This design comes from an exercise in tuning for small area, a short achievable clock period and few clock cycles per item on the open sky130 flow, not from production work. In this exercise RTL edits were held to simulation tests only and were not proved equivalent to the original.

==> inputs of v9 <==
Design sc_reduce, start of the top module:
module sc_reduce (
    input  wire         clk,
    input  wire         rst,
    input  wire         in_valid,
    output wire         in_ready,
    input  wire [255:0] in_data,
    output wire         out_valid,
    input  wire         out_ready,
    output wire [255:0] out_data
);
export LEC_CHECK = 0
export ABC_AREA = 1
export CAP_MARGIN = 20
export CORE_MARGIN = 2
export CORE_UTILIZATION = 40
export CTS_CLUSTER_DIAMETER = 90
export CTS_CLUSTER_SIZE = 20
export SETUP_SLACK_MARGIN = 5
export SLEW_MARGIN = 20
export SYNTH_HIERARCHICAL = 1
create_clock -name core_clock -period 10.0 [get_ports {clk}]
standard.sh (not shown) runs the stock make flow with config.mk's settings and CLKGATE_MAP_FILE= SYNTH_SCRIPT=/design/flow/synth_recipe.tcl, a recipe that flattens the netlist after the stock synthesis.
==> flow/flow/run.sh <==
#!/bin/bash
# Layout flow: the standard layout (standard.sh), with two changes:
#  - synthesis without the full/half-adder extraction (ADDER_MAP_FILE empty),
#    so ABC maps the hand-built prefix adder itself;
#  - port buffers are buf_1 cells.
# Every register, its name and cell type are those of the standard synthesis.
set -euo pipefail
bash standard.sh ADDER_MAP_FILE= \
  'BUFFER_PORTS_ARGS=-buffer_cell sky130_fd_sc_hd__buf_1' \
  finish > flow_make.log 2>&1
==> v5: changes against v9 <==
--- a/flow/design.v
+++ b/flow/design.v
@@ -7,41 +7,40 @@
     output wire         out_valid,
     input  wire         out_ready,
     output wire [255:0] out_data
 );
     reg         v;       
-    reg         lk;      
-    reg         nb;      
+    reg         fx;      
     reg [252:0] r;       
     reg         rb;      
+    wire hold = v & ~out_ready;          
     wire [3:0]   h  = in_data[255:252];
-    wire [128:0] xl = in_data[128:0];
+    wire [128:0] xl = (fx | hold) ? r[128:0] : in_data[128:0];
     wire [122:0] xu = in_data[251:129];
-    wire         sel = lk & nb;          
-    wire [3:0]   hq = h - {3'b000, sel};
-    reg  [128:0] t;      
+    reg  [128:0] th;     
     always @(*) begin
-        case (hq)
-            4'd0: t = 129'h0;
-            4'd1: t = 129'h14def9dea2f79cd65812631a5cf5d3ed;
-            4'd2: t = 129'h29bdf3bd45ef39acb024c634b9eba7da;
-            4'd3: t = 129'h3e9ced9be8e6d6830837294f16e17bc7;
-            4'd4: t = 129'h537be77a8bde735960498c6973d74fb4;
-            4'd5: t = 129'h685ae1592ed6102fb85bef83d0cd23a1;
-            4'd6: t = 129'h7d39db37d1cdad06106e529e2dc2f78e;
-            4'd7: t = 129'h9218d51674c549dc6880b5b88ab8cb7b;
-            4'd8: t = 129'ha6f7cef517bce6b2c09318d2e7ae9f68;
-            4'd9: t = 129'hbbd6c8d3bab4838918a57bed44a47355;
-            4'd10: t = 129'hd0b5c2b25dac205f70b7df07a19a4742;
-            4'd11: t = 129'he594bc9100a3bd35c8ca4221fe901b2f;
-            4'd12: t = 129'hfa73b66fa39b5a0c20dca53c5b85ef1c;
-            4'd13: t = 129'h10f52b04e4692f6e278ef0856b87bc309;
-            4'd14: t = 129'h12431aa2ce98a93b8d1016b71157196f6;
-            4'd15: t = 129'h13910a40b8c82308f2913ce8b72676ae3;
-            default: t = 129'h0;
+        case (h)
+            4'd0: th = 129'h0;
+            4'd1: th = 129'h14def9dea2f79cd65812631a5cf5d3ed;
+            4'd2: th = 129'h29bdf3bd45ef39acb024c634b9eba7da;
+            4'd3: th = 129'h3e9ced9be8e6d6830837294f16e17bc7;
+            4'd4: th = 129'h537be77a8bde735960498c6973d74fb4;
+            4'd5: th = 129'h685ae1592ed6102fb85bef83d0cd23a1;
+            4'd6: th = 129'h7d39db37d1cdad06106e529e2dc2f78e;
+            4'd7: th = 129'h9218d51674c549dc6880b5b88ab8cb7b;
+            4'd8: th = 129'ha6f7cef517bce6b2c09318d2e7ae9f68;
+            4'd9: th = 129'hbbd6c8d3bab4838918a57bed44a47355;
+            4'd10: th = 129'hd0b5c2b25dac205f70b7df07a19a4742;
+            4'd11: th = 129'he594bc9100a3bd35c8ca4221fe901b2f;
+            4'd12: th = 129'hfa73b66fa39b5a0c20dca53c5b85ef1c;
+            4'd13: th = 129'h10f52b04e4692f6e278ef0856b87bc309;
+            4'd14: th = 129'h12431aa2ce98a93b8d1016b71157196f6;
+            4'd15: th = 129'h13910a40b8c82308f2913ce8b72676ae3;
+            default: th = 129'h0;
         endcase
     end
+    wire [128:0] t = fx ? 129'h1eb2106215d086329a7ed9ce5a30a2c13 : hold ? 129'd0 : th;    
     wire [128:0] d_g;
     wire [128:0] d_k;
     assign d_g = xl & ~t;   
     assign d_k = ~(xl ^ t);  
     wire d_G0_0 = d_g[3] | d_k[3] & (d_g[2] | d_k[2] & (d_g[1] | d_k[1] & (d_g[0])));
@@ -372,48 +371,37 @@
     assign d_c[127] = d_g[126] | d_k[126] & (d_g[125] | d_k[125] & (d_g[124])) | (d_k[126] & d_k[125] & d_k[124]) & d_G30_79;
     assign d_c[128] = d_G31_80;
     assign d_c[129] = d_G32_81;
     wire [128:0] d_s = d_k ^ d_c[128:0];
     wire d_bo = ~d_c[129];
+    wire neg = ~fx & d_bo & ~|xu;          
     wire adv = ~v | out_ready;
-    wire xu_top_zero;                    
-    sc_reduce_rdy u_rdy (.out_ready(out_ready), .v(v), .lk(lk), .xu_top(xu[122:99]),
-                         .in_ready(in_ready), .xu_top_zero(xu_top_zero));
     wire [122:0] ru_dec;
     sc_reduce_dec u_dec (.u(r[251:129]), .b(rb), .y(ru_dec));
+    sc_reduce_rdy u_rdy (.out_ready(out_ready), .v(v), .fx(fx), .in_ready(in_ready));
     assign out_valid = v;
     assign out_data  = {3'b000, r[252], ru_dec, r[128:0]};
     always @(posedge clk) begin
-        if (rst)
-            v <= 1'b0;
-        else if (adv)
-            v <= in_valid & in_ready;
-        if (rst)
-            lk <= 1'b0;
-        else if (in_valid & in_ready)
-            lk <= 1'b0;
-        else if (in_valid & xu_top_zero & ~lk) begin
-            lk <= 1'b1;
-            nb <= d_bo & ~|xu;
+        if (rst) begin
+            v  <= 1'b0;
+            fx <= 1'b0;
+        end else if (fx) begin
+            v  <= 1'b1;
+            fx <= 1'b0;
+        end else if (adv) begin
+            v  <= in_valid & ~neg;
+            fx <= in_valid & neg;
         end
+        r[128:0] <= d_s;
         if (adv) begin
-            r  <= {sel & ~d_bo, xu, d_s};
-            rb <= d_bo;
+            r[252] <= fx & ~d_bo;
+            rb     <= d_bo;
         end
+        if (adv & ~fx)
+            r[251:129] <= xu;
     end
 endmodule
-module sc_reduce_rdy (
-    input  wire         out_ready,
-    input  wire         v,
-    input  wire         lk,
-    input  wire [23:0]  xu_top,
-    output wire         in_ready,
-    output wire         xu_top_zero
-);
-    assign xu_top_zero = ~|xu_top;
-    assign in_ready    = (~v | out_ready) & (~xu_top_zero | lk);
-endmodule
 module sc_reduce_dec (
     input  wire [122:0] u,
     input  wire         b,
     output wire [122:0] y
 );
@@ -649,5 +637,13 @@
     assign u_z[121] = u_B29_5 & ~|ru[120:120];
     assign u_z[122] = u_B29_5 & ~|ru[121:120];
     assign u_z[123] = u_B30_5;
     assign y = ru ^ ({123{b}} & u_z[122:0]);
 endmodule
+module sc_reduce_rdy (
+    input  wire out_ready,
+    input  wire v,
+    input  wire fx,
+    output wire in_ready
+);
+    assign in_ready = ~fx & (~v | out_ready);
+endmodule
- CTS_CLUSTER_DIAMETER: 90 -> not set
- CTS_CLUSTER_SIZE: 20 -> not set
==> results.json <==
{
  "outcome": "complete, no violations",
  "drive_gt1_share_pct": 7.22,
  "wl_per_cell_um": 17.8,
  "seq_area_um2": 6380,
  "p_int_uw": 2570,
  "fp.dieArea_um2": 50600,
  "start_util_pct": 40.7,
  "r2r-start": "fx"
}
-- figures above: v5

==> results.json <==
{
  "outcome": "complete, no violations",
  "fp.dieArea_um2": 50100,
  "holdPathEnd": "lk",
  "wl_met1_mm": 28.0,
  "seq_area_um2": 7700,
  "drive_gt1_share_pct": 10.1,
  "wl_per_cell_um": 18.3,
  "r2r-start": "lk"
}
-- figures above: v9

Testbench counts of v9, summed over its fixed seeds: cycles 1,608, values 1,600.
Testbench counts of v5, summed over its fixed seeds: cycles 1,608, values 1,600.

[what the ideal ports hide]
No port has a modelled driver above. Below, the same layouts with a new extraction and two added sets of constraints.
Step 1: set_driving_cell puts a clkbuf_16 on clk and a buf_2 on each other input, an assumption about the parent block.
Step 2 times the ports against the registers' clock, not the clock port: input delays grow and output delays shrink by t, the midpoint of the rising clock arrivals with the driver on.
Three values: ideal, step 1, step 2; two values: the first two.
run | t (ns) | setup slack, ns | worst data-port slew with drivers (ns)
v9 | 0.595 | 5.112 / 5.072 / 4.597 | 0.18
v5 | 0.637 | 5.135 / 5.119 / 4.483 | 0.13
After both steps every run listed still meets setup and hold. The setup slack of v5, which loses most, moves by -0.016 ns with the drivers and by -0.652 ns with both steps.
